Background: an optimization exercise with open tools, aiming at small area, a short achievable clock period and few clock cycles. Do not read the settings as production practice.
Where RTL was checked, it was by simulation tests only, not by an equivalence proof against the original.
Function not checked in runs 1 and 2: the RTL went through the layout flow alone.
Power and IR drop assume default switching activity.

[flow/flow/run.sh]
#!/bin/bash
# The standard layout, with two changes to how it is made:
#  - the port buffers are buf_4 cells
#  - repair_timing aims for more setup slack than the standard flow does
set -euo pipefail
bash standard.sh \
  "BUFFER_PORTS_ARGS=-buffer_cell sky130_fd_sc_hd__buf_4" \
  SETUP_SLACK_MARGIN=${MARGIN:-6.6} \
  finish > standard.log 2>&1
[flow/standard.sh]
#!/bin/bash
# synth_recipe.tcl (not shown) runs the flow's synth.tcl, then flattens the netlist and writes it again
# the make line also repeats each setting of config.mk as NAME=value (left out here)
make -C /OpenROAD-flow-scripts/flow DESIGN_CONFIG=/design/flow/config.mk WORK_HOME=/design/flow/orfs CLKGATE_MAP_FILE= SYNTH_SCRIPT=/design/flow/synth_recipe.tcl "${@:-finish}"
[flow/config.mk]
export PLATFORM = sky130hd
export DESIGN_NAME = batbot_codec
export DESIGN_NICKNAME = batbot_codec
export VERILOG_FILES = /design/flow/design.v
export SDC_FILE = /design/flow/constraint.sdc
export NUM_CORES = 4
export LEC_CHECK = 0
export ABC_AREA = 1
export CAP_MARGIN = 20
export CORE_MARGIN = 2
export CORE_UTILIZATION = 25
export PLACE_DENSITY = 0.5
export SLEW_MARGIN = 20
[flow/constraint.sdc]
create_clock -name core_clock -period 10.0 [get_ports {clk}]
set_input_delay 2.0000 -clock core_clock [delete_from_list [all_inputs] [get_ports {clk}]]
set_output_delay 2.0000 -clock core_clock [all_outputs]
set_load 0.01 [all_outputs]
[flow/design.v]
module batbot_codec (
    input  wire       clk,
    input  wire       rst,           
    input  wire       rx_valid,
    input  wire [7:0] rx_data,
    input  wire       rx_last,
    output wire       rx_ready,
    output wire       tx_valid,
    output wire [7:0] tx_data,
    output wire       tx_last,
    input  wire       tx_ready,
    input  wire [3:0] enc_a,
    input  wire [3:0] enc_b
);
    localparam RB   = 5;             
    localparam RCAP = 25;            
    localparam FB   = 2;             
    localparam FDEP = 4;             
    localparam [1:0] T_ERR = 2'd0, T_SHORT = 2'd1, T_ANGLE = 2'd2, T_ECHO = 2'd3;
    function [15:0] crc_table;
        input [7:0] index;
        integer b;
        reg [15:0] c;
        begin
            c = {index, 8'h00};
            for (b = 0; b < 8; b = b + 1)
                c = c[15] ? ((c << 1) ^ 16'h8005) : (c << 1);
            crc_table = c;
        end
    endfunction
    function [15:0] crc_update;
        input [15:0] accum;
        input [7:0]  data;
        begin
            crc_update = {accum[7:0], 8'h00} ^ crc_table(accum[15:8] ^ data);
        end
    endfunction
    function [15:0] quad_delta;
        input [3:0] index;
        begin
            case (index)
                4'd1, 4'd7, 4'd8, 4'd14:  quad_delta = 16'hFFFF;
                4'd2, 4'd4, 4'd11, 4'd13: quad_delta = 16'h0001;
                default:                  quad_delta = 16'h0000;
            endcase
        end
    endfunction
    function [RB-1:0] rinc;
        input [RB-1:0] p;
        rinc = (p == RCAP - 1) ? {RB{1'b0}} : p + 1'b1;
    endfunction
    reg        rx_ready_r;
    reg        in_v;
    reg  [7:0] in_d;
    reg        in_last;
    assign rx_ready = rx_ready_r;
    wire take = rx_valid & rx_ready_r;
    reg  [2:0]  pos;         
    reg  [4:0]  cnt;         
    reg         bad;         
    reg  [4:0]  flen;
    reg  [7:0]  fid;
    reg  [2:0]  fop;
    reg         op_bad;
    reg         np_ok;
    reg         is_echo;
    reg  [15:0] crc;
    reg         crc_hi_ok;
    reg  [7:0]    ring [0:RCAP-1];
    reg  [RB-1:0] wp, cp, rp;            
    reg  [RB:0]   rcnt;                  
    reg  [RB:0]   ccnt;                  
    wire          ring_full = (rcnt == RCAP);
    wire          rd_ring;
    reg  [1:0]  f_typ [0:FDEP-1];
    reg  [9:0]  f_inf [0:FDEP-1];
    reg  [FB:0] f_cnt;
    wire        f_full = (f_cnt == FDEP);
    wire        f_has  = (f_cnt != 0);
    wire p_param  = (pos == 3'd5) && (cnt >= 5'd3);
    wire p_write  = p_param && is_echo && !bad;
    wire stall    = (in_last && f_full) || (p_write && ring_full);
    wire consume  = in_v && !stall;
    wire done     = consume && in_last;
    wire fr_ok    = !bad && (pos >= 3'd3) && (cnt == 5'd1);
    wire crc_ok   = crc_hi_ok && (in_d == crc[7:0]);
    wire id_bad   = (fid[7:2] != 6'd0);
    wire [2:0] status = !crc_ok ? 3'd3 : op_bad ? 3'd2 : id_bad ? 3'd4 : !np_ok ? 3'd5 : 3'd0;
    wire ok       = crc_ok && !op_bad && !id_bad && np_ok;
    wire push     = done && fr_ok;
    wire commit   = push && ok && is_echo;
    wire wr_ring  = consume && p_write;
    wire discard  = done && !commit;
    wire        setzero;
    wire [1:0]  setzero_id;
    reg  [1:0]  es [0:3];
    reg  [1:0]  ep [0:3];
    reg  [1:0]  ph [0:3];
    reg  [3:0]  ev_up, ev_dn;        
    reg  [15:0] ticks [0:3];
    integer i;
    always @(posedge clk) begin
        for (i = 0; i < 4; i = i + 1) begin
            es[i] <= {enc_a[i], enc_b[i]};
            ep[i] <= rst ? {enc_a[i], enc_b[i]} : es[i];
            if (rst || (setzero && setzero_id == i)) begin
                ph[i]    <= 2'b00;
                ev_up[i] <= 1'b0;
                ev_dn[i] <= 1'b0;
                ticks[i] <= 16'd0;
            end else begin
                ev_up[i] <= 1'b0;
                ev_dn[i] <= 1'b0;
                if (es[i] != ep[i]) begin
                    ph[i]    <= es[i];
                    ev_up[i] <= (quad_delta({ph[i], es[i]}) == 16'h0001);
                    ev_dn[i] <= (quad_delta({ph[i], es[i]}) == 16'hFFFF);
                end
                if (ev_up[i] | ev_dn[i])
                    ticks[i] <= ticks[i] + {{15{ev_dn[i]}}, 1'b1};
            end
        end
    end
    wire [15:0] crc_in  = (pos == 3'd2) ? 16'h0000 : crc;
    wire [15:0] crc_nx  = crc_update(crc_in, in_d);
    reg         np_calc;
    always @(*) begin
        case (in_d)
            8'd0:    np_calc = 1'b1;
            8'd1:    np_calc = (flen == 5'd4);
            8'd2:    np_calc = (flen == 5'd4);
            8'd3:    np_calc = (flen == 5'd5);
            8'd4:    np_calc = (flen == 5'd10);
            8'd5:    np_calc = (flen == 5'd4);
            8'd6:    np_calc = (flen == 5'd6);
            default: np_calc = 1'b0;
        endcase
    end
    wire [2:0]  pos_n = done ? 3'd0 : (pos == 3'd5) ? pos : pos + 3'd1;
    wire [4:0]  cnt_n = (pos == 3'd2) ? in_d[4:0] : (cnt != 5'd0) ? cnt - 5'd1 : cnt;
    wire        in_v_n    = take | (in_v & ~consume);
    wire        in_last_n = take ? rx_last : in_last;
    wire        f_full_n  = f_full | ((f_cnt == FDEP - 1) & push);
    wire        hold_n    = in_v_n & in_last_n & f_full_n;
    wire        r_full_n  = ring_full | ((rcnt == RCAP - 1) & wr_ring);
    wire        echo_pn   = consume ? ((pos == 3'd4) ? (in_d == 8'd0) : (pos == 3'd5) & is_echo & (cnt_n >= 5'd3))
                                    : (pos == 3'd5) & is_echo & (cnt >= 5'd3);
    wire        rblk_n    = echo_pn & r_full_n;
    wire [RB:0] rcnt_p = rcnt + 1'b1;
    wire [RB:0] rcnt_m = rcnt - 1'b1;
    wire [RB:0] ccnt_m = ccnt - 1'b1;
    wire [RB:0] rcnt_a = discard ? ccnt   : wr_ring ? rcnt_p : rcnt;
    wire [RB:0] rcnt_r = discard ? ccnt_m : wr_ring ? rcnt   : rcnt_m;
    wire [RB:0] ccnt_a = commit ? (wr_ring ? rcnt_p : rcnt) : ccnt;
    wire [RB:0] ccnt_r = commit ? (wr_ring ? rcnt : rcnt_m) : ccnt_m;
    always @(posedge clk) begin
        if (rst) begin
            in_v       <= 1'b0;
            rx_ready_r <= 1'b0;
            pos        <= 3'd0;
            bad        <= 1'b0;
            wp         <= 0;
            cp         <= 0;
            rcnt       <= 0;
            ccnt       <= 0;
        end else begin
            in_v       <= in_v_n;
            rx_ready_r <= ~hold_n & ~rblk_n;
            if (consume) begin
                pos <= pos_n;
                case (pos)
                    3'd0: bad <= (in_d != 8'hFF);
                    3'd1: bad <= bad | (in_d != 8'h00);
                    3'd2: bad <= bad | (in_d < 8'd4) | (in_d > 8'd29);
                    default: if (cnt == 5'd0) bad <= 1'b1;
                endcase
                if (done) bad <= 1'b0;
            end
            if (discard)
                wp <= cp;
            else if (wr_ring)
                wp <= rinc(wp);
            if (commit)
                cp <= wr_ring ? rinc(wp) : wp;
            rcnt <= rd_ring ? rcnt_r : rcnt_a;
            ccnt <= rd_ring ? ccnt_r : ccnt_a;
        end
        if (take) begin
            in_d    <= rx_data;
            in_last <= rx_last;
        end
        if (consume) begin
            cnt <= cnt_n;
            if (pos == 3'd2)
                flen <= in_d[4:0];
            if (pos == 3'd2 || (pos >= 3'd3 && cnt >= 5'd3))
                crc <= crc_nx;
            if (cnt == 5'd2)
                crc_hi_ok <= (in_d == crc[15:8]);
            if (pos == 3'd3)
                fid <= in_d;
            if (pos == 3'd4) begin
                fop     <= in_d[2:0];
                op_bad  <= (in_d > 8'd6);
                is_echo <= (in_d == 8'd0);
                np_ok   <= np_calc;
            end
        end
        if (wr_ring)
            ring[wp] <= in_d;
    end
    wire        pop;
    wire [1:0]  push_typ = !ok ? T_ERR : is_echo ? T_ECHO : (fop == 3'd2) ? T_ANGLE : T_SHORT;
    wire [1:0]  st2      = status[2] ? {1'b1, status[0]} : {1'b0, status[0]};
    wire [9:0]  push_inf = !ok ? {st2, fid} : is_echo ? {3'd0, flen, fid[1:0]} :
                           {5'd0, fop, fid[1:0]};
    integer k;
    always @(posedge clk) begin
        if (rst)
            f_cnt <= 0;
        else if (pop)
            f_cnt <= push ? f_cnt : f_cnt - 1'b1;
        else if (push)
            f_cnt <= f_cnt + 1'b1;
        for (k = 0; k < FDEP - 1; k = k + 1) begin
            if (pop) begin
                if (push && f_cnt == k + 1) begin
                    f_typ[k] <= push_typ;
                    f_inf[k] <= push_inf;
                end else begin
                    f_typ[k] <= f_typ[k + 1];
                    f_inf[k] <= f_inf[k + 1];
                end
            end else if (push && f_cnt == k) begin
                f_typ[k] <= push_typ;
                f_inf[k] <= push_inf;
            end
        end
        if (!pop && push && f_cnt == FDEP - 1) begin
            f_typ[FDEP - 1] <= push_typ;
            f_inf[FDEP - 1] <= push_inf;
        end
    end
    reg         tx_valid_r;
    reg  [7:0]  tx_data_r;
    reg         tx_last_r;
    reg  [2:0]  tp;              
    reg  [4:0]  tleft;           
    reg  [15:0] tcrc;
    reg         tc_in;           
    reg         tc_first;        
    assign tx_valid = tx_valid_r;
    assign tx_data  = tx_data_r;
    assign tx_last  = tx_last_r;
    wire [1:0]  h_typ  = f_typ[0];
    wire [9:0]  h_inf  = f_inf[0];
    wire        h_echo = (h_typ == T_ECHO);
    wire        h_ang  = (h_typ == T_ANGLE);
    wire [7:0]  h_id   = (h_typ == T_ERR) ? h_inf[7:0] : {6'd0, h_inf[1:0]};
    wire [4:0]  h_len  = h_echo ? h_inf[6:2] : h_ang ? 5'd6 : 5'd5;
    wire        h_body = (tp == 3'd5);
    wire        h_crch = h_body && (tleft == 5'd2);
    wire        h_last = h_body && (tleft == 5'd1);
    wire        h_ring = h_echo && h_body && (tleft >= 5'd3);
    wire        h_wait;
    wire [15:0] tcrc_nx = crc_update(tc_first ? 16'h0000 : tcrc, tx_data_r);
    reg         dbusy;
    reg  [1:0]  dph;             
    reg  [1:0]  did_r;
    reg  [2:0]  dcnt;
    reg         dneg;
    reg  [7:0]  drem;
    reg  [11:0] dq;
    wire        cand_head = f_has && (tp == 3'd0) && h_ang;
    wire        cand_next = (f_cnt >= 2) && (tp != 3'd0) && (f_typ[1] == T_ANGLE);
    wire        dgo       = !dbusy && (cand_head || cand_next);
    wire [1:0]  did       = cand_head ? h_inf[1:0] : f_inf[1][1:0];
    wire [15:0] tsel = {drem[3:0], dq};
    wire [15:0] tu   = tsel[15] ? ~tsel : tsel;
    wire [19:0] x18  = {tu, 4'd0} + {3'd0, tu, 1'b0} + (tsel[15] ? 20'd18 : 20'd0);
    wire [10:0] b2   = {1'b0, drem, dq[11], dq[10]};
    wire [10:0] s1   = b2 - 11'd175;
    wire [10:0] s2   = b2 - 11'd350;
    wire [10:0] s3   = b2 - 11'd525;
    wire        ge1  = !s1[10];
    wire        ge2  = !s2[10];
    wire        ge3  = !s3[10];
    wire [7:0]  rnx  = ge3 ? s3[7:0] : ge2 ? s2[7:0] : ge1 ? s1[7:0] : b2[7:0];
    wire [1:0]  qd   = ge3 ? 2'd3 : ge2 ? 2'd2 : ge1 ? 2'd1 : 2'd0;
    wire [15:0] vout = dneg ? (16'd0 - {4'd0, dq}) : {4'd0, dq};
    assign h_wait = h_ang && h_body && (tleft == 5'd4) && (!dbusy || dph != 2'd2 || dcnt != 3'd0);
    reg  [7:0]  tbyte;
    always @(*) begin
        case (tp)
            3'd0: tbyte = 8'hFF;
            3'd1: tbyte = 8'h00;
            3'd2: tbyte = {3'd0, h_len};
            3'd3: tbyte = h_id;
            3'd4: tbyte = (h_typ == T_ERR) ? 8'h01 : (h_typ == T_SHORT) ? {5'd0, h_inf[4:2]} :
                          h_ang ? 8'h02 : 8'h00;
            default: tbyte = (tleft == 5'd2) ? tcrc_nx[15:8] :
                             (tleft == 5'd1) ? tcrc[7:0] :
                             h_echo ? ring[rp] :
                             h_ang ? ((tleft == 5'd4) ? vout[15:8] : vout[7:0]) :
                             (h_typ == T_ERR) ? {5'd0, h_inf[9], ~h_inf[9], h_inf[8]} : 8'h00;
        endcase
    end
    wire can  = f_has && !h_wait;
    wire adv  = !tx_valid_r || tx_ready;
    wire load = adv && can;
    assign pop     = load && h_last;
    assign rd_ring = load && h_ring;
    assign setzero    = f_has && (tp == 3'd0) && (h_typ == T_SHORT) && (h_inf[4:2] == 3'd5);
    assign setzero_id = h_inf[1:0];
    always @(posedge clk) begin
        if (rst) begin
            dbusy <= 1'b0;
            dph   <= 2'd0;
        end else begin
            if (dgo) begin
                dbusy <= 1'b1;
                dph   <= 2'd3;
                did_r <= did;
            end else if (dph == 2'd3) begin
                dph   <= 2'd1;
                {drem, dq} <= {4'd0, ticks[did_r]};
            end else if (dph == 2'd1) begin
                dph   <= 2'd2;
                drem  <= x18[19:12];
                dq    <= x18[11:0];
                dneg  <= tsel[15];
                dcnt  <= 3'd6;
            end else if (dcnt != 3'd0) begin
                drem  <= rnx;
                dq    <= {dq[9:0], qd};
                dcnt  <= dcnt - 3'd1;
            end
            if (load && h_ang && h_body && (tleft == 5'd3))
                dbusy <= 1'b0;
        end
    end
    always @(posedge clk) begin
        if (rst) begin
            tx_valid_r <= 1'b0;
            tp         <= 3'd0;
            rp         <= 0;
            tc_in      <= 1'b0;
        end else begin
            if (adv)
                tx_valid_r <= can;
            if (load) begin
                tx_data_r <= tbyte;
                tx_last_r <= h_last;
                tc_in     <= ((tp >= 3'd2) && (tp <= 3'd4)) || (h_body && (tleft >= 5'd3));
                tc_first  <= (tp == 3'd2);
                if (tc_in)
                    tcrc <= tcrc_nx;
                if (tp == 3'd4)
                    tleft <= h_len - 5'd2;
                else if (h_body)
                    tleft <= tleft - 5'd1;
                if (h_last)
                    tp <= 3'd0;
                else if (!h_body)
                    tp <= tp + 3'd1;
                if (h_ring)
                    rp <= rinc(rp);
            end
        end
    end
endmodule
==> qor.yml, run 1 <==
syn_area_um2: 28100
seq_area_frac_synth_pct: 47.3
syn_nets: 3520
hold_viol_final: 0
clock_latency_ns: 0.65
ys_dominant_reg_cell: "edfxtp_1"
status: "finished clean"
clock_skew_ns: 0.0614
core_area_um2: 112000
cts_sinks: 500
synth-seq-cells: 500
drive_gt1_share_pct: 7.42
crit_buf_inv: 4
io_pins: 32
regArea_um2: 13300
yosys-top-cells-count: "687 x nand2_1, 366 x nor2_1, 357 x inv_1, 330 x edfxtp_1, 293 x o21ai_0"
hp-class: "reg2reg"
place_congestion: 0.828
drt_wl_total_um: 75700
place_ws_ns: 5.60
drv_cap: 0
dp_hpwl_um: 52800
critical_path_required_ns: 10.34
vias: 22400
worst_setup_path_end_kind: "flop"
critical_path.most_common_cell: "nand2_1"
via_per_inst: 4.57
dr.pass1.iters: 5
ys_warn_count: 7
worst-slew-pin-transition_ns: 1.08
slew_headroom_pct: 27.9
avgRoutedWirePerCell_um: 15.5
vdd_drop_max_uv: 147
grt_overflow_total: 0
yosysMostFrequentCell: "nand2_1"
cts_buffers: 56
fin_crit_sh_pct: 33.1
dieArea_um2: 115000
nFillCells: 12100
cp_slowest_stage_delay_ns: 0.36
slew_viol_final: 0
syn2layout_area_growth_pct: 13.9
drc_errors: 0
setup_tns_ns: 0
start_util_pct: 25.1
synth_edf_count: 330
multi_input_area_um2: 13100
die_h_um: 340
diodes: 0
critPathTopFamily: "buffers and inverters"
synthCells: 3346
crit_arrival_ns: 3.64
cts_tree: "yes"
rows: 123
crit_fanout: 29
synth_area_leaders: "edfxtp_1 35%, dfxtp_1 12%, nand2_1 9.2%"
crit_type: "in2reg"
avgSynthCellArea_um2: 8.41
nets: 3522
clockRootBuffer: "clkbuf_16"
slowest_stage: "buf_4"
cts.clk_slew.worst_paths_ns: 0.05
synthArstFlopShare_pct: 0
fin_crit_ns: 3.31
cts_hold_buf: 0
layout_setup_ws_ns: 6.69
grt_usage_pct: 12.8
grt_pass1_wl_um: 119000
ys_types: 64
setup_viol: 0
grt_max_degree: 81
synth_area_leader_cell: "edfxtp_1"
crit_path_cell_trace: "buf_4 -> inv_1 -> nand2_1 -> and3_1 -> nand2_1 -> buf_4 -> ha_1 -> nand2_1 -> inv_4"
antenna_left: 0
grt_pass1_vias: 21000
synth.top_cell.area_share_pct: 35.2
p_per_area_nw_per_um2: 179
die_w_um: 340
clockBufferDepth: 3
cp-start-kind: "input pin"
drtIter0Drc: 1639
port_buffers: 31
antenna_found_initial: 0
rsz0062_at_grt: "true"
p_leak_uw: 0.0131
max_freq_mhz: 302
h-tree-depth: 2
stage by stage:
stage               cells  cell area (um^2)  hold WS [ns]  utilization (%)  power [uW]
floorplan            3346             28200         0.417                -        3300
global placement     4788             29900         0.428             26.7        3600
detailed placement   4788             29900         0.434             26.7        3600
CTS                  4894             31900         0.446             28.5        5790
global route         4896             32000         0.459             28.6        6050
finish               4896             32000         0.448             28.6        5730
layout make-up:
class | count | share of cell area (%)
clock inverters | 26 | 0.949
repair buffers | 51 | 1.25
well taps | 1500 | 5.86
clock buffers | 80 | 5.09
flip-flops and latches | 500 | 41.5
repair inverters | 1 | 0.0156
inverters | 378 | 4.46
multi-input cells | 2360 | 40.8
sequential cells by signal, indices dropped and copies added, names as in the netlist, 5 cells and up, named ones only:
signal	cells
ccnt	6
fid	8
f_inf	40
es	8
cnt	5
ticks	64
rcnt	6
rp	5
drem	8
wp	5
f_typ	8
flen	5
ph	8
cp	5
crc	16
tx_data_r	8
in_d	8
ring	200
ep	8
tleft	5
tcrc	16
dq	12
report_power, final:
group	total (uW)	internal [uW]	switching (uW)	leakage (uW)
combinational	1180	414	769	0.00782
sequential	2380	2290	94.8	0.00437
clock	2160	1270	889	0.000954
final timing paths:
| kind | from | to | slack [ns] | depth (start not counted) |
|---|---|---|---|---|
| worst max-delay path | tx_ready | f_inf[3][9]$_DFFE_PP_ | 6.69 | 9 |
| worst min-delay path | fid[7]$_DFFE_PP_ | f_inf[3][7]$_DFFE_PP_ | 0.45 | 0 |
| worst max register to register | f_cnt[1]$_SDFFE_PP0P_ | wp[0]$_SDFF_PP0_ | 6.86 | 10 |
| worst min register to register | fid[7]$_DFFE_PP_ | f_inf[3][7]$_DFFE_PP_ | 0.45 | 0 |
logic make-up after synthesis:
| kind of cell | share of synthesized area, % |
|---|---|
| AO/OA/AOI/OAI | 14.6 |
| XOR/XNOR | 3.59 |
| AND/OR/NAND/NOR | 20.6 |
| multiplexers | 0.107 |
| adder cells (fa/ha/maj) | 6.91 |
| buffers and inverters | 6.92 |
| flip-flops | 47.3 |
cell usage in the layout (no fill, tap or decap), drive strengths merged, types with 14 or more instances in the layout:
| cell | instances |
|---|---|
| nand2 | 697 |
| inv | 374 |
| nor2 | 371 |
| o21ai | 340 |
| edfxtp | 330 |
| nand3 | 205 |
| a21oi | 202 |
| dfxtp | 170 |
| ha | 149 |
| clkbuf | 80 |
| xor2 | 73 |
| o211ai | 58 |
| buf | 51 |
| xnor2 | 39 |
| nor3 | 29 |
| nand4 | 26 |
| clkinv | 21 |
| o22ai | 20 |
| o221ai | 16 |
| a221oi | 14 |
repair_timing:
item                       in CTS  in global routing
setup buffers                   0                  1
setup endpoints to repair     154                255
pin swaps                       0                  1
gates resized for setup        19                 35
gates cloned                    0                  1
per-layer routing:
layer  vias to the layer above  wire length, um  GRT usage, %
li1                      11400                -             -
met1                     10600            36900          18.1
met2                       363            34900          21.0
met3                        74             2860          1.52
met4                         0             1060          2.42
met5                         -                0             0
==> run 2, diff against run 1 <==
--- a/flow/flow/run.sh
+++ b/flow/flow/run.sh
@@ -5,5 +5,5 @@
 set -euo pipefail
 bash standard.sh \
   "BUFFER_PORTS_ARGS=-buffer_cell sky130_fd_sc_hd__buf_4" \
-  SETUP_SLACK_MARGIN=${MARGIN:-6.6} \
+  SETUP_SLACK_MARGIN=${MARGIN:-6.85} \
   finish > standard.log 2>&1
--- a/flow/config.mk
+++ b/flow/config.mk
@@ -5,7 +5,6 @@
 export SDC_FILE = /design/flow/constraint.sdc
 export NUM_CORES = 4
 export LEC_CHECK = 0
-export ABC_AREA = 1
 export CAP_MARGIN = 20
 export CORE_MARGIN = 2
 export CORE_UTILIZATION = 25
==> run 2 against run 1 <==
Effect of this change:
- clock power fell by 2%
- sequential power about the same
- first-iteration DRC count shrank 13%
- hold slack improved by 0.0077 ns
- setup slack improved by 0.020 ns
- sequential share of layout area grew 0.33 points
- combinational power rose by 15%
- critical path depth down 8
- non-clock buffer count is 37 higher
- via count decreased by 16%
- routed wire length shrank 8.2%
- core utilization grew 0.72 points
- highest routed layer unchanged
==> qor.yml, run 2 <==
swShare_pct: 29.8  # -0.83 points
cts_tree: "yes"
synth.top_cell.area_share_pct: 36.4  # +1.2 points
syn2layout_area_growth_pct: 16.8
drive_gt1_share_pct: 15.3  # +7.9 points
die_w_um: 334  # -1.6%
synth_xor_xnor_area_share_pct: 6.01  # +2.4 points
dr.pass1.iters: 5  # unchanged
highest-signal-layer: "met4"
synth_area_leader_cell: "edfxtp_1"
h-tree-depth: 2  # unchanged
grt_usage_pct: 12.2  # -0.55 points
synth_simple_gate_area_share_pct: 13.7  # -6.9 points
start_util_pct: 25.1  # about the same
rsz0062_at_grt: "true"
slowest_stage: "edfxtp_1"
critical_path_required_ns: 8.00  # -2.34 ns
drt_wl_total_um: 69500  # -8.2%
clock_latency_ns: 0.66  # about the same
clockRootBuffer: "clkbuf_16"
fin_crit_ns: 3.29  # -0.0199 ns
place_congestion: 0.814  # -1.7%
yosys-mux-area-fraction_pct: 9.32  # +9.2 points
core_area_um2: 109000  # -3.1%
synthAdderAreaFrac_pct: 7.14  # +0.23 points
grt_pass1_vias: 18600  # -12%
clock_skew_ns: 0.0677  # +0.00629 ns
largest-register: "ring"
synth_compound_area_share_pct: 11.9  # -2.7 points
syn_area_um2: 27200  # -3.2%
worst-slew-pin-transition_ns: 1.02  # -0.0543 ns
hp-class: "reg2reg"
cp-start-kind: "flop"
p_int_uw: 4090  # +3.0%
avgSynthCellArea_um2: 11.0  # +31%
final_common_cell: "edfxtp_1"
synthCells: 2476  # -26%
worst_setup_path_end_kind: "primary output"
cp_slowest_stage_delay_ns: 0.48  # +0.12 ns
p_switching_uw: 1740  # -0.98%
layout_setup_ws_ns: 6.71  # +0.0199 ns
dp_hpwl_um: 47300  # -10%
reg2reg_slack_ns: 6.80  # -0.06 ns
syn_nets: 2650  # -25%
diodes: 0  # unchanged
grt_overflow_total: 0  # unchanged
synth_top_family_by_area: "simple AND/OR/NAND/NOR gates"
ys_warn_count: 7  # unchanged
p_leak_uw: 0.0111  # -15%
die_h_um: 334  # -1.6%
slew_viol_final: 0  # unchanged
via_per_inst: 4.75  # +4.0%
crit_buf_inv: 1  # -3
power.clock.fraction_pct: 36.3  # -1.4 points
slew_headroom_pct: 31.2  # +3.4 points
dieArea_um2: 112000  # -3.2%
setup_tns_ns: 0  # unchanged
grt_max_degree: 56  # -31%
cts_hold_buf: 0  # unchanged
vias: 18900  # -16%
critPathTopFamily: "flip-flops"
drv_cap: 0  # unchanged
hold_viol_final: 0  # unchanged
drtIter0Drc: 1427  # -13%
wl_met1_um: 33200  # -9.9%
ys_dominant_reg_cell: "edfxtp_1"
p_total_uw: 5830  # +1.8%
pwr-share-comb_pct: 23.3  # +2.6 points
crit_path_cell_trace: "buf_6"
crit_fanout: 3  # -90%
synth-seq-cells: 500  # unchanged
synthArstFlopShare_pct: 0  # unchanged
avgRoutedWirePerCell_um: 17.5  # +13%
largest_reg_flops: 200  # unchanged
seq_area_frac_synth_pct: 48.9  # +1.6 points
max_freq_mhz: 304  # +0.61%
crit_type: "reg2out"
synth_edf_count: 330  # unchanged
grt_pass1_wl_um: 109000  # -9.0%
cts_buffers: 56  # unchanged
port_buffers: 31  # unchanged
reg_top3: "ring x200, ticks x64, f_inf x40"
antenna_left: 0  # unchanged
clockBufferDepth: 3  # unchanged
setup_viol: 0  # unchanged
antenna_found_initial: 0  # unchanged
synth_area_leaders: "edfxtp_1 36%, dfxtp_1 12%, ha_1 6.8%"
cts.clk_slew.worst_paths_ns: 0.06  # about the same
power_frac_seq_pct: 40.4  # -1.2 points
whs_ns: 0.456  # +0.00770 ns
crit_arrival_ns: 1.29  # -2.35 ns
wl_met2_um: 32200  # -7.9%
yosysMostFrequentCell: "edfxtp_1"
layout_common_cells: "330 x edfxtp_1, 212 x nor2_1, 174 x nand2_1, 162 x dfxtp_1, 156 x a21oi_1"
fin_crit_sh_pct: 32.9  # -0.20 points
p_per_area_nw_per_um2: 183  # +2.5%
status: "finished clean"
io_pins: 32  # unchanged
rows: 121  # -1.6%
vdd_drop_max_uv: 136  # -7.0%
ys_types: 88  # +38%
place_ws_ns: 5.90  # +0.303 ns
nets: 2688  # -24%
cts_sinks: 500  # unchanged
dr_wl_met3_um: 2490  # -13%
yosys-top-cells-count: "330 x edfxtp_1, 236 x nor2_1, 177 x nand2_1, 170 x dfxtp_1, 159 x a21oi_1"
drc_errors: 0  # unchanged
## run 2: per-stage QoR
stage                     area (um^2)  util [%]  cells
after floorplan                 27400         -   2476
after global placement          29100      26.8   3841
after detailed placement        29100      26.8   3841
after CTS                       31400      29.0   3960
after global routing            31800      29.3   3975
final                           31800      29.3   3975
## run 2: power groups by stage
stage                     registers [uW]  logic [uW]  clock network, uW
after CTS                           2350        1270               2180
final                               2350        1360               2120
after floorplan                     2360         977                  0
after global routing                2360        1520               2260
after global placement              2400        1240                  0
after detailed placement            2400        1230                  0
## run 2: tightest hold or removal path: cells and delay by family, from the launching register on
family,cells,cell delay [ns]
compound gates,1,0.05
flops,1,0.31
simple gates,1,0.05
## run 2: worst paths after layout
| kind | startpoint | end | cells past startpoint |
|---|---|---|---|
| worst min-delay path | cp[4]$_SDFFE_PP0P_ | cp[4]$_SDFFE_PP0P_ | 2 |
| worst max register to register | drem[3]$_DFFE_PP_ | drem[6]$_SDFFCE_PP0P_ | 12 |
| worst max-delay path | tx_data_r[7]$_DFFE_PP_ | tx_data[7] | 1 |
| worst min register to register | cp[4]$_SDFFE_PP0P_ | cp[4]$_SDFFE_PP0P_ | 2 |
## run 2: timing repair
item / CTS / global route
setup endpoints to repair: 226 / 178
cloned: 2 / 2
pin swaps: 2 / 5
gates resized for setup: 73 / 56
buffers inserted: 12 / 13
## run 2: cells by family after synthesis
kind of cell / after synthesis
simple gates: 764
compound gates: 509
flops: 500
buf+inv: 213
xor+xnor: 182
mux: 155
fa+ha+maj: 153
## run 2: per-layer routing
layer,up-vias,global-route usage [%]
met2,300,20.0
met4,0,3.46
met3,94,1.62
li1,9301,-
met1,9187,16.9
met5,-,0
## run 2: cell type report
cell class                      instances  area, um^2
Fill cell                           11000       76700
Multi-Input combinational cell       1765       13700
Sequential cell                       500       13300
Tap cell                             1414        1770
Clock buffer                           77        1560
Timing Repair Buffer                   88         788
Inverter                              103         393
Clock inverter                         28         340
==> run 3, diff against run 2 <==
--- a/flow/design.v
+++ b/flow/design.v
@@ -93,7 +93,6 @@
     wire discard  = done && !commit;
     wire        setzero;
     wire [1:0]  setzero_id;
-    reg  [1:0]  es [0:3];
     reg  [1:0]  ep [0:3];
     reg  [1:0]  ph [0:3];
     reg  [3:0]  ev_up, ev_dn;        
@@ -101,8 +100,7 @@
     integer i;
     always @(posedge clk) begin
         for (i = 0; i < 4; i = i + 1) begin
-            es[i] <= {enc_a[i], enc_b[i]};
-            ep[i] <= rst ? {enc_a[i], enc_b[i]} : es[i];
+            ep[i] <= {enc_a[i], enc_b[i]};
             if (rst || (setzero && setzero_id == i)) begin
                 ph[i]    <= 2'b00;
                 ev_up[i] <= 1'b0;
@@ -111,10 +109,10 @@
             end else begin
                 ev_up[i] <= 1'b0;
                 ev_dn[i] <= 1'b0;
-                if (es[i] != ep[i]) begin
-                    ph[i]    <= es[i];
-                    ev_up[i] <= (quad_delta({ph[i], es[i]}) == 16'h0001);
-                    ev_dn[i] <= (quad_delta({ph[i], es[i]}) == 16'hFFFF);
+                if ({enc_a[i], enc_b[i]} != ep[i]) begin
+                    ph[i]    <= {enc_a[i], enc_b[i]};
+                    ev_up[i] <= (quad_delta({ph[i], enc_a[i], enc_b[i]}) == 16'h0001);
+                    ev_dn[i] <= (quad_delta({ph[i], enc_a[i], enc_b[i]}) == 16'hFFFF);
                 end
                 if (ev_up[i] | ev_dn[i])
                     ticks[i] <= ticks[i] + {{15{ev_dn[i]}}, 1'b1};
--- a/flow/config.mk
+++ b/flow/config.mk
@@ -8,5 +8,8 @@
 export CAP_MARGIN = 20
 export CORE_MARGIN = 2
 export CORE_UTILIZATION = 25
+export CTS_BUF_LIST = sky130_fd_sc_hd__clkbuf_8
+export CTS_CLUSTER_DIAMETER = 50
+export CTS_CLUSTER_SIZE = 16
 export PLACE_DENSITY = 0.5
 export SLEW_MARGIN = 20
==> run 3 against run 2 <==
Effect of this change:
- global-route usage down 0.47 points
- setup slack got worse by 0.10 ns
- critical path depth did not move
- sequential cell count down 8
- largest cell class unchanged
- critical path type unchanged
==> qor.yml, run 3 <==
status: "finished clean"
reg_top3: "ring x200, ticks x64, f_inf x40"
crit_type: "reg2out"
final_common_cell: "edfxtp_1"
clock_skew_ns: 0.0672  # -0.000451 ns
synth-seq-cells: 492  # -1.6%
dp_hpwl_um: 45200  # -4.4%
syn_area_um2: 26900  # -1.2%
drive_gt1_share_pct: 15.2  # -0.11 points
max_freq_mhz: 295  # -3.0%
slew_headroom_pct: 34.3  # +3.0 points
setup_viol: 0  # unchanged
clockBufferDepth: 3  # unchanged
start_util_pct: 25.2  # +0.086 points
nets: 2645  # -1.6%
grt_overflow_total: 0  # unchanged
antenna_left: 0  # unchanged
synthArstFlopShare_pct: 0  # unchanged
hp-class: "reg2reg"
grt_pass1_wl_um: 104000  # -4.2%
stdcell_area_um2: 30500  # -4.1%
rsz0062_at_grt: "true"
ys_dominant_reg_cell: "edfxtp_1"
clockRootBuffer: "clkbuf_8"
avgRoutedWirePerCell_um: 16.9  # -3.5%
ys_types: 92  # +4.5%
fin_crit_ns: 3.39  # +0.101 ns
drtIter0Drc: 1247  # -13%
cts_buffers: 53  # -5.4%
synth_edf_count: 330  # unchanged
layout_common_cells: "330 x edfxtp_1, 198 x nand2_1, 194 x nor2_1, 165 x a21oi_1, 154 x dfxtp_1"
port_buffers: 31  # unchanged
p_leak_uw: 0.0106  # -4.6%
worst_setup_path_end_kind: "primary output"
vias: 18300  # -3.2%
vdd_drop_max_uv: 136  # -0.20%
crit_fanout: 2  # -1
yosys-top-cells-count: "330 x edfxtp_1, 223 x nor2_1, 200 x nand2_1, 167 x a21oi_1, 162 x dfxtp_1"
drt_wl_total_um: 66100  # -4.8%
antenna_found_initial: 2  # +2
drv_cap: 0  # unchanged
crit_buf_inv: 1  # unchanged
core_area_um2: 107000  # -1.5%
syn_nets: 2606  # -1.7%
cts.clk_slew.worst_paths_ns: 0.11  # +0.05 ns
cp-start-kind: "flop"
largest_reg_flops: 200  # unchanged
slowest_stage: "edfxtp_1"
cp_slowest_stage_delay_ns: 0.48  # about the same
synthCells: 2431  # -1.8%
grt_max_degree: 50  # -11%
largest-register: "ring"
dr.pass1.iters: 5  # unchanged
grt_usage_pct: 11.8  # -0.47 points
place_congestion: 0.785  # -3.5%
syn2layout_area_growth_pct: 13.4
h-tree-depth: 2  # unchanged
seq_area_frac_synth_pct: 48.8  # about the same
cts_tree: "yes"
critPathTopFamily: "flip-flops"
ys_warn_count: 6  # -1
hold_viol_final: 0  # unchanged
setup_tns_ns: 0  # unchanged
synth.top_cell.area_share_pct: 36.8  # +0.43 points
die_h_um: 332  # -0.59%
placed_area_um2: 28700  # -1.6%
drc_errors: 0  # unchanged
post-route-util_pct: 28.6  # -0.77 points
io_pins: 32  # unchanged
synth_area_leaders: "edfxtp_1 37%, dfxtp_1 12%, ha_1 7.0%"
nFillCells: 11100  # +1.2%
dieArea_um2: 110000  # -1.2%
grt_pass1_vias: 17900  # -4.0%
clock_latency_ns: 0.74  # +0.08 ns
yosysMostFrequentCell: "edfxtp_1"
cts_sinks: 492  # -1.6%
rows: 120  # -0.83%
fin_crit_sh_pct: 33.9  # +1.0 points
worst-slew-pin-transition_ns: 0.977  # -0.0466 ns
die_w_um: 332  # -0.59%
p_per_area_nw_per_um2: 171  # -6.7%
crit_arrival_ns: 1.39  # +0.10 ns
slew_viol_final: 0  # unchanged
crit_path_cell_trace: "buf_6"
via_per_inst: 4.66  # -1.8%
avgSynthCellArea_um2: 11.1  # +0.65%
synth_area_leader_cell: "edfxtp_1"
critical_path_required_ns: 8.00  # about the same
==> run 3: where the power goes <==
group	switching (uW)	leakage, uW	total (uW)	internal (uW)
registers	90.0	0.00432	2320	2230
logic	808	0.00567	1440	633
clock network	849	0.000623	1450	602
total	1750	0.0106	5210	3470
==> run 3: area by class of cell <==
cell class	count	area, um^2	share of cell area [%]
Clock buffer	53	729	2.39
Tap cell	1403	1760	5.75
Antenna cell	1	2.50	0.00820
Clock inverter	46	415	1.36
Multi-Input combinational cell	1742	13400	43.8
Timing Repair Buffer	84	723	2.37
Inverter	97	372	1.22
Sequential cell	492	13200	43.1
==> run 3: timing repair <==
action                                  in CTS  in global routing
setup buffers                               10                 20
cloned                                       0                  1
pin swaps                                    4                  5
endpoints found under the setup margin     309                265
hold buffers                                 0                  0
gates resized for setup                     61                 48
==> run 3: layer usage <==
layer,up-vias,track usage (%),share of wire (%),wire [um]
met5,-,0,0.015,10
met3,71,1.67,3.6,2410
met2,289,18.8,45,29900
met4,2,3.04,1.9,1270
li1,9053,-,-,-
met1,8858,16.6,49,32500
==> run 3: path summary, 6_finish.rpt <==
| path | start | to | slack (ns) | cells past startpoint |
|---|---|---|---|---|
| min reg2reg | cp[2]$_SDFFE_PP0P_ | cp[2]$_SDFFE_PP0P_ | 0.46 | 2 |
| max | tx_data_r[2]$_DFFE_PP_ | tx_data[2] | 6.61 | 1 |
| min | cp[2]$_SDFFE_PP0P_ | cp[2]$_SDFFE_PP0P_ | 0.46 | 2 |
| max reg2reg | pos[1]$_SDFFE_PP0P_ | ring[9][7]$_DFFE_PP_ | 6.86 | 7 |
==> run 3: metrics by stage <==
stage               setup slack, ns  power (uW)  instances  hold slack, ns
global placement               5.81        3680       3786           0.443
CTS                            6.50        5230       3895           0.464
global route                   6.53        5530       3918           0.481
floorplan                      6.32        3370       2431           0.436
finish                         6.61        5210       3918           0.457
detailed placement             5.80        3680       3786           0.450
==> run 3: worst reg2reg max path, cell delays in order (launching register included) <==
cell     delay, ns
dfxtp_1       0.35
inv_1         0.08
ha_1          0.29
nand3_2       0.15
a211o_4       0.40
nor2_2        0.44
nand2_1       0.53
nor2_2        0.56
==> run 3: kinds of logic after synthesis <==
kind of cell / share of synthesized area (%)
DFF: 48.8
adders and majority gates: 7.27
xor gates and xnor gates: 6.79
muxes: 8.86
and+or+nand+nor: 13.2
buffers and inverters: 3.03
AOI/OAI and AO/OA: 12.0
Testbench counts of run 3, summed over its fixed seeds: cycles 17,791.
==> run 4, diff against run 3 <==
--- a/flow/config.mk
+++ b/flow/config.mk
@@ -8,8 +8,8 @@
 export CAP_MARGIN = 20
 export CORE_MARGIN = 2
 export CORE_UTILIZATION = 25
-export CTS_BUF_LIST = sky130_fd_sc_hd__clkbuf_8
-export CTS_CLUSTER_DIAMETER = 50
-export CTS_CLUSTER_SIZE = 16
+export CTS_BUF_LIST = sky130_fd_sc_hd__clkbuf_16
+export CTS_CLUSTER_DIAMETER = 60
+export CTS_CLUSTER_SIZE = 22
 export PLACE_DENSITY = 0.5
 export SLEW_MARGIN = 20
==> run 4 against run 3 <==
Effect of this change:
- still clean on timing, DRC and antenna
- sequential cell count unchanged
- combinational power about the same
- critical path depth unchanged
- routed wire length shrank 0.12%
- setup slack better by 0.12 ns
- synthesized cell count unchanged
- final area increased by 0.79%
- synthesized area is the same
- critical endpoint unchanged
- largest cell class unchanged
==> qor.yml, run 4 <==
cp_slowest_stage_delay_ns: 0.47  # about the same
h-tree-depth: 2  # unchanged
p_total_uw: 5480  # +5.1%
synth_edf_count: 330  # unchanged
final_cell_count_no_fill: 3887  # -0.79%
clockRootBuffer: "clkbuf_16"
ys_warn_count: 6  # unchanged
die_h_um: 332  # unchanged
vias: 18200  # -0.27%
reg2reg_slack_ns: 6.87  # about the same
synth-seq-cells: 492  # unchanged
avgRoutedWirePerCell_um: 17.0  # +0.68%
synth_area_leaders: "edfxtp_1 37%, dfxtp_1 12%, ha_1 7.0%"
avgSynthCellArea_um2: 11.1  # unchanged
crit_fanout: 2  # unchanged
drv_cap: 0  # unchanged
drive_gt1_share_pct: 14.3  # -0.90 points
syn2layout_area_growth_pct: 14.3
largest-register: "ring"
clockBufferDepth: 3  # unchanged
critPathTopFamily: "flip-flops"
crit_arrival_ns: 1.27  # -0.12 ns
nets: 2627  # -0.68%
dieArea_um2: 110000  # unchanged
critical_path_required_ns: 8.00  # about the same
grt_overflow_total: 0  # unchanged
ys_dominant_reg_cell: "edfxtp_1"
largest_reg_flops: 200  # unchanged
via_per_inst: 4.69  # +0.53%
synthArstFlopShare_pct: 0  # unchanged
fin_crit_ns: 3.27  # -0.120 ns
clock_latency_ns: 0.62  # -0.12 ns
io_pins: 32  # unchanged
ys_types: 92  # unchanged
worst_setup_path_end_kind: "primary output"
start_util_pct: 25.2  # unchanged
grt_usage_pct: 11.7  # -0.059 points
hp-class: "reg2reg"
vdd_drop_max_uv: 131  # -3.7%
synth_area_leader_cell: "edfxtp_1"
port_buffers: 31  # unchanged
cp-start-kind: "flop"
clock_skew_ns: 0.0563  # -0.0109 ns
dp_cells: 3786  # unchanged
yosys-top-cells-count: "330 x edfxtp_1, 223 x nor2_1, 200 x nand2_1, 167 x a21oi_1, 162 x dfxtp_1"
fin_crit_sh_pct: 32.7  # -1.2 points
final_common_cell: "edfxtp_1"
hold_start: "cp[2]$_SDFFE_PP0P_"
status: "finished clean"
max_freq_mhz: 306  # +3.7%
p_leak_uw: 0.0107  # +0.61%
cts_sinks: 492  # unchanged
reg_top3: "ring x200, ticks x64, f_inf x40"
seq_area_frac_synth_pct: 48.8  # unchanged
dr.pass1.iters: 5  # unchanged
hold_viol_final: 0  # unchanged
cts_hold_buf: 0  # unchanged
drc_errors: 0  # unchanged
layout_common_cells: "330 x edfxtp_1, 198 x nand2_1, 194 x nor2_1, 165 x a21oi_1, 154 x dfxtp_1"
core_area_um2: 107000  # unchanged
syn_area_um2: 26900  # unchanged
ff2ff_path_depth: 7  # unchanged
yosysMostFrequentCell: "edfxtp_1"
min_to: "cp[2]$_SDFFE_PP0P_"
place_congestion: 0.785  # unchanged
setup_viol: 0  # unchanged
grt_pass1_vias: 17700  # -1.0%
drt_wl_total_um: 66000  # -0.12%
synthCells: 2431  # unchanged
rows: 120  # unchanged
setup_tns_ns: 0  # unchanged
crit_type: "reg2out"
antenna_found_initial: 1  # -1
die_w_um: 332  # unchanged
diodes: 0  # -1
dp_hpwl_um: 45200  # unchanged
syn_nets: 2606  # unchanged
grt_pass1_wl_um: 104000  # -0.50%
cts_buffers: 40  # -25%
crit_buf_inv: 1  # unchanged
drtIter0Drc: 1339  # +7.4%
antenna_left: 0  # unchanged
p_per_area_nw_per_um2: 178  # +4.2%
synth.top_cell.area_share_pct: 36.8  # unchanged
crit_path_cell_trace: "buf_6"
grt_max_degree: 50  # unchanged
slew_headroom_pct: 35.2  # +0.90 points
slowest_stage: "edfxtp_1"
rsz0062_at_grt: "true"
worst-slew-pin-transition_ns: 0.964  # -0.0134 ns
whs_ns: 0.456  # -0.00114 ns
cts.clk_slew.worst_paths_ns: 0.09  # -0.02 ns
reg2reg_from: "pos[1]$_SDFFE_PP0P_"
cts_tree: "yes"
slew_viol_final: 0  # unchanged
worstReg2RegEnd: "ring[9][1]$_DFFE_PP_"
worstHoldPathCells: 2  # unchanged
-- run 4: cell counts after synthesis --
No cell type changed its count.
-- run 4: area by class of cell --
class / instances / area, um^2
Tap cell: 1403 / 1760
Clock inverter: 33 / 420
Clock buffer: 41 / 1030
Sequential cell: 492 / 13200
Timing Repair Buffer: 79 / 678
Inverter: 97 / 377
Multi-Input combinational cell: 1742 / 13300
Fill cell: 11100 / 76100
-- run 4: per-layer routing --
layer	vias to the layer above	GRT usage, %	share of wire (%)	routed length (um)
li1	9012	-	-	-
met1	8848	16.8	50	32700
met2	294	18.5	45	29600
met3	68	1.55	3.6	2380
met4	2	2.95	1.9	1290
met5	-	0	0.015	10
-- run 4: what timing repair did --
action | CTS | global route
gates resized for setup | 68 | 40
gates cloned | 0 | 1
pin swaps | 4 | 4
buffers inserted | 10 | 15
endpoints found under the hold margin | 0 | 0
endpoints found under the setup margin | 310 | 231
-- run 4: report_power, final --
| part | leakage, uW | internal (uW) | switching [uW] |
|---|---|---|---|
| Clock | 0.000728 | 880 | 861 |
| Combinational | 0.00563 | 614 | 798 |
| Sequential | 0.00432 | 2230 | 91.7 |
| Total | 0.0107 | 3730 | 1750 |
-- run 4: logic make-up (layout without fill, tap and decap cells) --
family                   after synthesis  after routing  synth area share (%)
XOR/XNOR                             204            204                  6.79
flip-flops                           492            492                  48.8
AND/OR/NAND/NOR                      733            734                  13.2
adder cells (fa/ha/maj)              154            154                  7.27
multiplexers                         141            141                  8.86
buffers and inverters                198            250                  3.03
AO/OA/AOI/OAI                        509            509                  12.0
-- run 4: metrics by stage --
step	util, %	cell area [um^2]	worst slack [ns]
final	28.8	30800	6.73
after global placement	26.8	28700	5.81
after global routing	28.8	30800	6.67
after detailed placement	26.8	28700	5.80
after CTS	28.5	30400	6.66
after floorplan	-	27000	6.32
-- run 4: worst max-delay path by stage --
stage | from | endpoint | slack (ns) | cells past startpoint
floorplan | tx_ready | f_cnt[0]$_SDFFE_PP0P_ | 6.32 | 10
global placement | tx_ready | f_inf[3][3]$_DFFE_PP_ | 5.81 | 8
detailed placement | tx_ready | f_inf[3][0]$_DFFE_PP_ | 5.80 | 8
CTS | tx_data_r[7]$_DFFE_PP_ | tx_data[7] | 6.66 | 1
global route | tx_data_r[7]$_DFFE_PP_ | tx_data[7] | 6.67 | 1
finish | tx_data_r[2]$_DFFE_PP_ | tx_data[2] | 6.73 | 1
==> run 5, diff against run 4 <==
--- a/flow/config.mk
+++ b/flow/config.mk
@@ -7,9 +7,9 @@
 export LEC_CHECK = 0
 export CAP_MARGIN = 20
 export CORE_MARGIN = 2
-export CORE_UTILIZATION = 25
+export CORE_UTILIZATION = 58
 export CTS_BUF_LIST = sky130_fd_sc_hd__clkbuf_16
 export CTS_CLUSTER_DIAMETER = 60
 export CTS_CLUSTER_SIZE = 22
-export PLACE_DENSITY = 0.5
+export PLACE_DENSITY = 0.72
 export SLEW_MARGIN = 20
==> run 5 against run 4 <==
Effect of this change:
- synthesized cell count unchanged
- fmax grew 2.1%
- global-route usage is 14 points higher
- final area down 3.1%
- non-clock buffer count rose by 11
- critical path depth did not move
- cell count decreased by 20%
- critical endpoint is now tx_data[1]
- largest cell class unchanged
- largest power group unchanged
- highest routed layer is now met4
==> qor.yml, run 5 <==
seq_area_frac_synth_pct: 48.8  # unchanged
vdd_drop_max_uv: 273  # +110%
ys_types: 92  # unchanged
grt_overflow_total: 0  # unchanged
cts_sinks: 492  # unchanged
crit_fanout: 2  # unchanged
pwr-share-comb_pct: 27.9  # +2.1 points
port_buffers: 31  # unchanged
core_area_um2: 45600  # -57%
layout_setup_ws_ns: 6.80  # +0.0658 ns
largest_reg_flops: 200  # unchanged
hold_viol_final: 0  # unchanged
place_congestion: 0.901  # +15%
critPathTopFamily: "flip-flops"
worst-slew-pin-transition_ns: 1.01  # +0.0487 ns
setup_viol: 0  # unchanged
max_freq_mhz: 312  # +2.1%
via_per_inst: 6.12  # +31%
diodes: 0  # unchanged
placed_area_um2: 27700  # -3.6%
slew_headroom_pct: 32.3  # -2.9 points
start_util_pct: 59.1  # +34 points
synth_area_leader_cell: "edfxtp_1"
rsz0062_at_grt: "true"
antenna_found_initial: 0  # -1
whs_ns: 0.471  # +0.0150 ns
reg2reg_slack_ns: 6.85  # -0.02 ns
syn2layout_area_growth_pct: 10.7
drt_wl_total_um: 63300  # -4.1%
reg_top3: "ring x200, ticks x64, f_inf x40"
synth_edf_count: 330  # unchanged
setup_tns_ns: 0  # unchanged
clockBufferDepth: 3  # unchanged
crit_buf_inv: 1  # unchanged
worst_setup_path_end_kind: "primary output"
swShare_pct: 32.2  # +0.21 points
final_common_cell: "edfxtp_1"
slew_viol_final: 0  # unchanged
syn_nets: 2606  # unchanged
avgRoutedWirePerCell_um: 20.5  # +20%
synthCells: 2431  # unchanged
drtIter0Drc: 1587  # +19%
p_leak_uw: 0.0107  # +0.10%
drive_gt1_share_pct: 14.4  # +0.063 points
clockRootBuffer: "clkbuf_16"
dieArea_um2: 48200  # -56%
power.clock.fraction_pct: 30.4  # -1.4 points
clock_skew_ns: 0.0490  # -0.00724 ns
avgSynthCellArea_um2: 11.1  # unchanged
die_h_um: 219  # -34%
hp-class: "reg2reg"
drv_cap: 0  # unchanged
antenna_left: 0  # unchanged
cts.clk_slew.worst_paths_ns: 0.09  # about the same
p_int_uw: 3790  # +1.6%
drc_errors: 0  # unchanged
grt_pass1_wl_um: 98900  # -4.5%
p_switching_uw: 1800  # +2.6%
synthArstFlopShare_pct: 0  # unchanged
dr.pass1.iters: 6  # +1
synth-seq-cells: 492  # unchanged
cp_slowest_stage_delay_ns: 0.45  # -0.02 ns
synth.top_cell.area_share_pct: 36.8  # unchanged
ys_dominant_reg_cell: "edfxtp_1"
stdcell_area_um2: 29800  # -3.1%
cp-start-kind: "flop"
grt_max_degree: 50  # unchanged
critical_path_required_ns: 8.00  # about the same
h-tree-depth: 2  # unchanged
fin_crit_sh_pct: 32.0  # -0.66 points
die_w_um: 219  # -34%
grt_usage_pct: 26.1  # +14 points
fin_crit_ns: 3.20  # -0.0658 ns
cts_buffers: 40  # unchanged
crit_type: "reg2out"
clock_latency_ns: 0.60  # -0.02 ns
yosys-top-cells-count: "330 x edfxtp_1, 223 x nor2_1, 200 x nand2_1, 167 x a21oi_1, 162 x dfxtp_1"
crit_path_cell_trace: "buf_6"
ys_warn_count: 6  # unchanged
syn_area_um2: 26900  # unchanged
vias: 18900  # +3.9%
yosysMostFrequentCell: "edfxtp_1"
status: "finished clean"
io_pins: 32  # unchanged
cts_tree: "yes"
synth_area_leaders: "edfxtp_1 37%, dfxtp_1 12%, ha_1 7.0%"
place_ws_ns: 5.83  # +0.0300 ns
largest-register: "ring"
power_frac_seq_pct: 41.7  # -0.7 points
dp_hpwl_um: 42600  # -5.7%
p_per_area_nw_per_um2: 187  # +5.2%
rows: 78  # -35%
nets: 2637  # +0.38%
slowest_stage: "edfxtp_1"
layout_common_cells: "330 x edfxtp_1, 206 x nor2_1, 197 x nand2_1, 165 x a21oi_1, 156 x dfxtp_1"
crit_arrival_ns: 1.20  # -0.07 ns
grt_pass1_vias: 18300  # +3.3%
run 5: cell counts after synthesis:
Identical to the previous run, type by type.
run 5: layout make-up:
class / instances / area (um^2)
fill: 3392 / 15800
inverter: 97 / 372
tap: 600 / 751
clock buffer: 40 / 1000
sequential: 492 / 13200
multi-input combinational: 1741 / 13400
clock inverter: 34 / 400
timing repair buffer: 90 / 766
run 5: repair_timing:
| item | 4_1_cts | 5_1_grt |
|---|---|---|
| endpoints found under the setup margin | 210 | 229 |
| hold buffers | 0 | 0 |
| pin swaps | 1 | 16 |
| gates resized for setup | 41 | 50 |
| endpoints found under the hold margin | 0 | 0 |
| setup buffers | 14 | 25 |
run 5: routing by layer:
metal	GRT usage [%]	part of all wire [%]	vias up
met5	0	0	-
met4	7.97	3.0	0
met3	3.37	5.1	114
met2	45.1	50	584
met1	34.4	42	9198
li1	-	-	9043
run 5: path summary, 6_finish.rpt:
path | startpoint | to | cells after the start
worst max-delay path | tx_data_r[1]$_DFFE_PP_ | tx_data[1] | 1
worst min-delay path | cp[2]$_SDFFE_PP0P_ | cp[2]$_SDFFE_PP0P_ | 2
worst max register to register | pos[1]$_SDFFE_PP0P_ | ring[12][7]$_DFFE_PP_ | 6
worst min register to register | cp[2]$_SDFFE_PP0P_ | cp[2]$_SDFFE_PP0P_ | 2
run 5: kinds of logic (layout without fill, tap and decap cells):
| kind of cell | count (synthesis) | after routing | synth area share, % |
|---|---|---|---|
| compound gates | 509 | 509 | 12.0 |
| xor+xnor | 204 | 204 | 6.79 |
| fa+ha+maj | 154 | 154 | 7.27 |
| buf+inv | 198 | 261 | 3.03 |
| flops | 492 | 492 | 48.8 |
| mux | 141 | 141 | 8.86 |
| simple gates | 733 | 733 | 13.2 |
run 5: tightest hold or removal path, stage by stage (launching register included):
cell,delay [ns]
dfxtp_1,0.32
nand2_1,0.06
a21oi_1,0.05
run 5: metrics by stage:
| stage | total power, uW | instances | util (%) |
|---|---|---|---|
| floorplan | 3370 | 2431 | - |
| CTS | 5390 | 3069 | 64.4 |
| detailed placement | 3660 | 2981 | 60.7 |
| finish | 5580 | 3094 | 65.4 |
| global route | 5830 | 3094 | 65.4 |
| global placement | 3640 | 2981 | 60.7 |
run 5: power by group through the flow:
stage	combinational, uW	sequential, uW	clock (uW)
detailed placement	1280	2380	0
floorplan	1040	2330	0
finish	1560	2330	1690
global route	1710	2340	1790
global placement	1260	2380	0
CTS	1350	2320	1710
==> run 6, diff against run 5 <==
--- a/flow/config.mk
+++ b/flow/config.mk
@@ -7,9 +7,9 @@
 export LEC_CHECK = 0
 export CAP_MARGIN = 20
 export CORE_MARGIN = 2
-export CORE_UTILIZATION = 58
+export CORE_UTILIZATION = 40
 export CTS_BUF_LIST = sky130_fd_sc_hd__clkbuf_16
 export CTS_CLUSTER_DIAMETER = 60
 export CTS_CLUSTER_SIZE = 22
-export PLACE_DENSITY = 0.72
+export PLACE_DENSITY = 0.55
 export SLEW_MARGIN = 20
==> run 6 against run 5 <==
Effect of this change:
- still clean on timing, DRC and antenna
- sequential cell count stayed put
- hold slack worse by 0.0069 ns
- setup slack better by 0.031 ns
- combinational power is 4% lower
- core utilization is 20 points lower
- largest power group unchanged
==> qor.yml, run 6 <==
dieArea_um2: 69400  # +44%
synth_simple_gate_area_share_pct: 13.2  # unchanged
rsz0062_at_grt: "true"
synthCells: 2431  # unchanged
dr_wl_met3_um: 2130  # -35%
grt_max_degree: 50  # unchanged
clock_latency_ns: 0.60  # about the same
crit_arrival_ns: 1.17  # -0.03 ns
synth_compound_area_share_pct: 12.0  # unchanged
ys_warn_count: 6  # unchanged
yosysMostFrequentCell: "edfxtp_1"
syn2layout_area_growth_pct: 12.4
clockRootBuffer: "clkbuf_16"
cp.depth: 1  # unchanged
vias: 18600  # -1.9%
synthAdderAreaFrac_pct: 7.27  # unchanged
diodes: 0  # unchanged
vdd_drop_max_uv: 142  # -48%
port_buffers: 31  # unchanged
slew_viol_final: 0  # unchanged
wl_met1_um: 30000  # +12%
crit_path_cell_trace: "buf_6"
h-tree-depth: 2  # unchanged
rows: 95  # +22%
p_switching_uw: 1790  # -0.28%
ff2ff_path_depth: 13  # +7
synth.top_cell.area_share_pct: 36.8  # unchanged
via_per_inst: 5.52  # -9.9%
hold_viol_final: 0  # unchanged
clockBufferDepth: 3  # unchanged
hold_start: "cp[3]$_SDFFE_PP0P_"
io_pins: 32  # unchanged
avgRoutedWirePerCell_um: 19.6  # -4.4%
wl_met2_um: 32400  # +3.1%
clock_skew_ns: 0.0348  # -0.0142 ns
layout_common_cells: "330 x edfxtp_1, 204 x nor2_1, 198 x nand2_1, 163 x a21oi_1, 155 x dfxtp_1"
power.clock.fraction_pct: 32.5  # +2.1 points
hp-class: "reg2reg"
cts_tree: "yes"
whs_ns: 0.464  # -0.00692 ns
crit_buf_inv: 1  # unchanged
synth_edf_count: 330  # unchanged
worst-slew-pin-transition_ns: 0.912  # -0.101 ns
slowest_stage: "edfxtp_1"
synthArstFlopShare_pct: 0  # unchanged
crit_type: "reg2out"
critPathTopFamily: "flip-flops"
ys_types: 92  # unchanged
crit_fanout: 2  # unchanged
place_ws_ns: 5.38  # -0.452 ns
drive_gt1_share_pct: 14.5  # +0.19 points
synth_area_leaders: "edfxtp_1 37%, dfxtp_1 12%, ha_1 7.0%"
synth_top_family_by_area: "simple AND/OR/NAND/NOR gates"
cts_buffers: 45  # +13%
max_freq_mhz: 315  # +0.97%
drtIter0Drc: 1076  # -32%
p_leak_uw: 0.0107  # +0.56%
cts_hold_buf: 0  # unchanged
largest_reg_flops: 200  # unchanged
reg2reg_slack_ns: 6.84  # about the same
grt_pass1_vias: 18500  # +1.1%
dp_cells: 3256  # +9.2%
synth_area_leader_cell: "edfxtp_1"
cts_sinks: 492  # unchanged
start_util_pct: 40.2  # -19 points
place_congestion: 0.857  # -5.0%
nFillCells: 6196  # +83%
cp-start-kind: "flop"
min_to: "cp[3]$_SDFFE_PP0P_"
swShare_pct: 31.7  # -0.51 points
syn_area_um2: 26900  # unchanged
slew_headroom_pct: 39.0  # +6.7 points
grt_overflow_total: 0  # unchanged
fin_crit_sh_pct: 31.7  # -0.31 points
p_int_uw: 3870  # +2.1%
dp_hpwl_um: 45300  # +6.3%
fin_crit_ns: 3.17  # -0.0307 ns
cts.clk_slew.worst_paths_ns: 0.08  # about the same
antenna_left: 0  # unchanged
p_per_area_nw_per_um2: 187  # -0.14%
synth_xor_xnor_area_share_pct: 6.79  # unchanged
die_h_um: 263  # +20%
highest-signal-layer: "met4"
cp_slowest_stage_delay_ns: 0.45  # about the same
final_cell_count_no_fill: 3368  # +8.9%
final_common_cell: "edfxtp_1"
reg2reg_from: "drem[3]$_DFFE_PP_"
drc_errors: 0  # unchanged
antenna_found_initial: 0  # unchanged
grt_pass1_wl_um: 104000  # +5.0%
ys_dominant_reg_cell: "edfxtp_1"
syn_nets: 2606  # unchanged
critical_path_required_ns: 8.00  # about the same
pwr-share-comb_pct: 26.4  # -1.5 points
setup_tns_ns: 0  # unchanged
yosys-top-cells-count: "330 x edfxtp_1, 223 x nor2_1, 200 x nand2_1, 167 x a21oi_1, 162 x dfxtp_1"
avgSynthCellArea_um2: 11.1  # unchanged
seq_area_frac_synth_pct: 48.8  # unchanged
setup_viol: 0  # unchanged
worstReg2RegEnd: "drem[7]$_SDFFCE_PP0P_"
reg_top3: "ring x200, ticks x64, f_inf x40"
yosys-mux-area-fraction_pct: 8.86  # unchanged
layout_setup_ws_ns: 6.83  # +0.0307 ns
p_total_uw: 5660  # +1.3%
nets: 2637  # unchanged
grt_usage_pct: 18.7  # -7.5 points
dr.pass1.iters: 5  # -1
status: "finished clean"
largest-register: "ring"
die_w_um: 263  # +20%
worst_setup_path_end_kind: "primary output"
synth-seq-cells: 492  # unchanged
worstHoldPathCells: 2  # unchanged
core_area_um2: 66900  # +47%
power_frac_seq_pct: 41.1  # -0.6 points
drv_cap: 0  # unchanged
drt_wl_total_um: 65900  # +4.1%
run 6: routing by layer:
layer | global-route usage (%) | vias to the layer above
met5 | 0 | -
met4 | 4.91 | 0
met3 | 2.08 | 83
met2 | 32.5 | 348
met1 | 24.7 | 9111
li1 | - | 9038
run 6: worst max-delay path by stage:
stage	startpoint	to
3_5_place_dp	tx_ready	f_inf[0][1]$_DFFE_PP_
5_1_grt	drem[3]$_DFFE_PP_	drem[7]$_SDFFCE_PP0P_
4_1_cts	pos[1]$_SDFFE_PP0P_	ring[7][7]$_DFFE_PP_
6_report	tx_data_r[0]$_DFFE_PP_	tx_data[0]
3_3_place_gp	tx_ready	f_cnt[2]$_SDFFE_PP0P_
2_1_floorplan	tx_ready	f_cnt[0]$_SDFFE_PP0P_
run 6: what timing repair did:
| action | 4_1_cts | 5_1_grt |
|---|---|---|
| gates resized for setup | 42 | 48 |
| pin swaps | 2 | 7 |
| endpoints found under the setup margin | 206 | 246 |
| gates cloned | 1 | 1 |
| buffers inserted | 17 | 13 |
run 6: logic make-up after synthesis:
family	Yosys count
AO/OA/AOI/OAI	509
XOR/XNOR	204
adder cells (fa/ha/maj)	154
buffers and inverters	198
flip-flops	492
multiplexers	141
AND/OR/NAND/NOR	733
run 6: final cells by class:
type | count | area [um^2] | area share (%)
Inverter | 97 | 372 | 1.23
Clock inverter | 34 | 415 | 1.37
Clock buffer | 46 | 1150 | 3.81
Timing Repair Buffer | 84 | 724 | 2.39
Multi-Input combinational cell | 1742 | 13300 | 44.1
Sequential cell | 492 | 13200 | 43.5
Tap cell | 873 | 1090 | 3.61
run 6: metrics by stage:
step / utilization [%] / area (um^2)
after floorplan: - / 27000
after global placement: 41.9 / 28000
after detailed placement: 41.9 / 28000
after CTS: 44.7 / 29900
after global routing: 45.2 / 30300
final: 45.2 / 30300
run 6: power by group through the flow:
stage | combinational, uW | sequential, uW | clock, uW
after global routing | 1670 | 2330 | 1960
final | 1490 | 2320 | 1840
after floorplan | 1040 | 2330 | 0
after global placement | 1260 | 2380 | 0
after detailed placement | 1280 | 2380 | 0
after CTS | 1350 | 2320 | 1890

==> static timing again, ports no longer ideal <==
The results above use ideal ports. As a check the final layouts listed here were re-extracted and re-timed, cells and wires unchanged. Step 1, drivers: a clkbuf_16 drives clk and a buf_2 each remaining input, both assumed. Step 2 times the ports against the registers' clock, not the clock port: input delays grow and output delays shrink by t, the midpoint of the rising clock arrivals with the driver on. a / b / c = ideal ports / drivers / drivers and shift; a / b = the first two.
run | shift t [ns] | slack for setup (ns) | clock arrival spread, ns | cell pins on the clock port's net
run 1 | 0.683 | 6.694 / 6.649 / 6.057 | 0.065 / 0.064 | 1
run 2 | 0.682 | 6.714 / 6.654 / 6.337 | 0.071 / 0.071 | 1
run 3 | 0.760 | 6.612 / 6.552 / 6.188 | 0.070 / 0.071 | 1
run 4 | 0.648 | 6.733 / 6.671 / 6.246 | 0.060 / 0.060 | 1
run 5 | 0.635 | 6.798 / 6.740 / 6.230 | 0.050 / 0.050 | 1
run 6 | 0.639 | 6.829 / 6.771 / 6.288 | 0.035 / 0.035 | 1
After both steps every run listed still meets setup and hold. The setup slack of run 1, which loses most, moves by -0.045 ns with the drivers and by -0.637 ns with both steps.
